Source: an optimization exercise on an open RTL-to-GDS flow (aim: small area, a short achievable clock period and few clock cycles per item). Production flows keep margins and buffers that such runs may drop.
In this exercise RTL edits were held to simulation tests only and were not proved equivalent to the original.
Power is estimated from default activity; no workload was simulated.

before:
## rc_rx
module rc_rx (
    input  wire        clk,
    input  wire        rst,
    input  wire        ev_valid,
    output wire        ev_ready,
    input  wire [15:0] ev_dt,
    input  wire        ev_edge,
    input  wire [7:0]  cfg_tol,      
    input  wire        cfg_in_en,    
    input  wire        clr_valid,    
    output reg         res_valid,
    output reg  [31:0] res_value,
    output reg  [7:0]  res_len,
    output reg  [31:0] res_unit,
    output reg  [2:0]  res_proto
);
Size: ~1400 flip-flops.
export LEC_CHECK = 0
export CAP_MARGIN = 20
export CORE_MARGIN = 2
export CORE_UTILIZATION = 40
export SLEW_MARGIN = 20
create_clock -name core_clock -period 20.0 [get_ports {clk}]
run.sh (not shown) runs the stock make flow with config.mk's settings and CLKGATE_MAP_FILE= SYNTH_SCRIPT=/design/flow/synth_recipe.tcl, a recipe that flattens the netlist after the stock synthesis.
before: full flow OK, the timing, DRC and antenna checks passed
Testbench counts of before, summed over its fixed seeds: cycles 23,064, events 22,061.
Input changes introduced in after (baseline for comparison: before):
==> flow/flow/run.sh (new file) <==
#!/bin/bash
# The standard layout, with one change: the buffers that ORFS puts on
# every input and output port are buf_4 cells instead of the slow delay
# buffer buffer_ports picks by default. Everything else is standard.sh.
set -euo pipefail
export BUFFER_PORTS_ARGS="-buffer_cell sky130_fd_sc_hd__buf_4"
bash standard.sh > standard.log 2>&1
==> flow/standard.sh (new file) <==
#!/bin/bash
# synth_recipe.tcl (not shown) runs the flow's synth.tcl, then flattens the netlist and writes it again
# the make line also repeats each setting of config.mk as NAME=value (left out here)
make -C /OpenROAD-flow-scripts/flow DESIGN_CONFIG=/design/flow/config.mk WORK_HOME=/design/flow/orfs CLKGATE_MAP_FILE= SYNTH_SCRIPT=/design/flow/synth_recipe.tcl "${@:-finish}"
removed: flow/run.sh
--- outcome ---
Between before and after, worst hold slack decreased.
Comparing after with before, the total number of nets in the final design came out essentially unchanged.
[after] critical path depth rose 14 relative to before
As far as overall track demand over capacity in global routing is concerned, before and after perform about the same.
Going from before to after, clock network power share fell by 1.1 points, count of endpoints failing setup in the final report comparable.
after vs before — relative area change from synthesis to final layout dropped 0.82 points.
The endpoint of the worst setup timing path comes out tra[6] in one run and res_value[7] in the other, namely in after and before respectively.

* * *

raven:
Another version of the RTL of rc_rx (not shown whole).
Size in the first run: ~1400 flip-flops, roughly 110 I/O pins.
Settings: LEC_CHECK=0, CAP_MARGIN=20, CORE_MARGIN=2, CORE_UTILIZATION=40, SLEW_MARGIN=20; clock period 20.0 ns.
Stock flow here: none of the scripts above is used.
Every stage of the flow completed for raven, and the final layout passed the timing, DRC and antenna checks.
Testbench counts of raven, summed over its fixed seeds: cycles 22,662, events 22,061.
Changes in yarrow relative to raven:
==> flow/flow/run.sh (new file) <==
#!/bin/bash
# The standard layout, with one change: the buffers that ORFS puts on
# every input and output port are buf_4 cells instead of the slow delay
# buffer buffer_ports picks by default. Everything else is standard.sh.
set -euo pipefail
export BUFFER_PORTS_ARGS="-buffer_cell sky130_fd_sc_hd__buf_4"
bash standard.sh > standard.log 2>&1
==> flow/standard.sh (new file) <==
#!/bin/bash
# synth_recipe.tcl (not shown) runs the flow's synth.tcl, then flattens the netlist and writes it again
# the make line also repeats each setting of config.mk as NAME=value (left out here)
make -C /OpenROAD-flow-scripts/flow DESIGN_CONFIG=/design/flow/config.mk WORK_HOME=/design/flow/orfs CLKGATE_MAP_FILE= SYNTH_SCRIPT=/design/flow/synth_recipe.tcl "${@:-finish}"
removed: flow/run.sh
Findings:
Diff raven -> yarrow: final worst slack saw an increase, pin count of the biggest net entering global routing picked up an extra 45%. Going from raven to yarrow, the met1 layer usage reported by global route was found to have gone up by 0.57 points. Worst-skew pair later-pin latency: yarrow vs raven, no meaningful difference. From raven to yarrow the numbers moved as follows: placement-stage cell area went down 240 um2, power held.

* * *

Setup of wip/lagoon:
rc_rx, a different RTL version from the one above (not shown whole).
For scale: about 1500 flip-flops, about 69000 sq um of cells after synthesis.
clock: 20.0 ns
lec_check: 0
cap_margin: 20
core_margin: 2
core_utilization: 60
slew_margin: 20
standard.sh (not shown) runs the stock make flow with config.mk's settings and CLKGATE_MAP_FILE= SYNTH_SCRIPT=/design/flow/synth_recipe.tcl, a recipe that flattens the netlist after the stock synthesis.
==> flow/flow/run.sh <==
#!/bin/bash
# The standard layout, with one change: the buffers that ORFS puts on
# every input and output port are buf_4 cells instead of the slow delay
# buffer buffer_ports picks by default. Everything else is standard.sh.
set -euo pipefail
export BUFFER_PORTS_ARGS="-buffer_cell sky130_fd_sc_hd__buf_4"
bash standard.sh > standard.log 2>&1
wip/lagoon finished every step from synthesis to the final layout, and the layout passed the timing, DRC and antenna checks.
Testbench counts of wip/lagoon, summed over its fixed seeds: cycles 23,025, events 22,061.
--- input diff wip/lagoon..wip/fjord ---
-- flow/config.mk --
<<< wip/lagoon, line 9
export CORE_MARGIN = 2
export CORE_UTILIZATION = 60
export SLEW_MARGIN = 20
>>> wip/fjord, line 9
export CORE_MARGIN = 2
export CORE_UTILIZATION = 40
export CTS_CLUSTER_DIAMETER = 60
export CTS_CLUSTER_SIZE = 30
export SLEW_MARGIN = 20
## What came out
- wip/fjord | stages: all done | timing, DRC, antenna: all pass
- Measured against each other, wip/fjord and wip/lagoon differ in number of standard cells in the layout, taps in and fillers out, the lower figure coming from wip/lagoon.
- Core util | wip/fjord vs wip/lagoon | wip/fjord lower
- Proportion of power drawn by the clock network was lower in the run labelled wip/fjord.
- Against wip/lagoon, wip/fjord comes in about 0.4% higher on number of global-route vias before repair.
- Count of buffers not belonging to the clock network in the layout for wip/fjord: 5 down relative to wip/lagoon
- Changes observed in wip/fjord relative to wip/lagoon: via count saw a decrease; sequential share of layout area saw little to no change; global-route met1 utilization saw a decrease.
Relative to wip/fjord, the following input files were edited for wip/sierra:
-- flow/config.mk --
<<< wip/fjord, line 10
export CORE_UTILIZATION = 40
export CTS_CLUSTER_DIAMETER = 60
export CTS_CLUSTER_SIZE = 30
export SLEW_MARGIN = 20
>>> wip/sierra, line 10
export CORE_UTILIZATION = 40
export CTS_CLUSTER_DIAMETER = 40
export CTS_CLUSTER_SIZE = 40
export SLEW_MARGIN = 20
Results
wip/sierra reached the end of the flow, and the finished layout is clean on the timing, DRC and antenna checks. Relative to wip/fjord, minimum setup slack in the final design has gone down in wip/sierra. wip/sierra vs. wip/fjord: number of inserted diodes went down by 1. Diff wip/fjord and wip/sierra: post-detailed-route via-to-cell ratio higher in wip/fjord. Relative to wip/fjord, the relative contribution of the clock network to total power of wip/sierra is higher by 8.4 points. Relative to wip/fjord, the detailed-route wire length of wip/sierra is higher by 1.1%. Diff wip/fjord -> wip/sierra: total power went up about 16%, area added between synthesis and finish rose 3.6 points, clock buffer count in the final layout rose by 107, global-route wire length before repair climbed 1.4%, final standard cell area without fillers shows an increase of about 3.3%.
> inputs changed (wip/sierra -> wip/violet)
-- flow/config.mk --
<<< wip/sierra, line 10
export CORE_UTILIZATION = 40
export CTS_CLUSTER_DIAMETER = 40
export CTS_CLUSTER_SIZE = 40
export SLEW_MARGIN = 20
>>> wip/violet, line 10
export CORE_UTILIZATION = 40
export SLEW_MARGIN = 20
==> run notes <==
- Where worst-case setup margin in the final layout is concerned, wip/sierra is outperformed by wip/violet.
- For the final core area utilization, wip/violet came in 0.92 points lower than wip/sierra did.
- Comparing wip/sierra and wip/violet, global-route wire length before repair is higher on wip/sierra.

==> separate check: timing with driven ports <==
The results above use ideal ports. As a check the final layouts listed here were re-extracted and re-timed, cells and wires unchanged.
Step 1 assumes that a clkbuf_16 drives the clock port and a buf_2 every other input.
Step 2 also shifts input and output timing later by t, the mid clock arrival at the registers, as if the neighbouring blocks saw the same clock.
a / b / c = ideal / step 1 / step 2; a / b = the first two.
| run | shift t [ns] | setup WS [ns] | worst hold slack (ns) | worst register clock-pin slew, ns | worst data-port slew with drivers (ns) |
|---|---|---|---|---|---|
| before | 0.873 | 14.228 / 14.146 / 13.893 | 0.434 / 0.434 / 0.434 | 0.07 / 0.07 | 0.10 |
| after | 0.866 | 14.416 / 14.416 / 13.848 | 0.430 / 0.430 / 0.430 | 0.06 / 0.06 | 0.10 |
| raven | 0.874 | 13.897 / 13.897 / 13.897 | 0.429 / 0.429 / 0.429 | 0.07 / 0.07 | 0.08 |
| yarrow | 0.869 | 14.003 / 14.003 / 14.003 | 0.433 / 0.433 / 0.433 | 0.07 / 0.07 | 0.07 |
| wip/lagoon | 0.830 | 14.646 / 14.571 / 14.061 | 0.432 / 0.432 / 0.432 | 0.06 / 0.06 | 0.05 |
| wip/fjord | 0.819 | 14.282 / 14.206 / 14.095 | 0.441 / 0.441 / 0.441 | 0.10 / 0.10 | 0.05 |
| wip/sierra | 0.871 | 14.260 / 14.184 / 14.055 | 0.431 / 0.431 / 0.431 | 0.07 / 0.07 | 0.05 |
| wip/violet | 0.845 | 14.301 / 14.228 / 14.073 | 0.431 / 0.431 / 0.431 | 0.06 / 0.06 | 0.05 |
After both steps setup and hold are still met in every run listed. For wip/lagoon, which loses most, drivers alone change the setup slack by -0.075 ns; drivers and shift together by -0.585 ns.
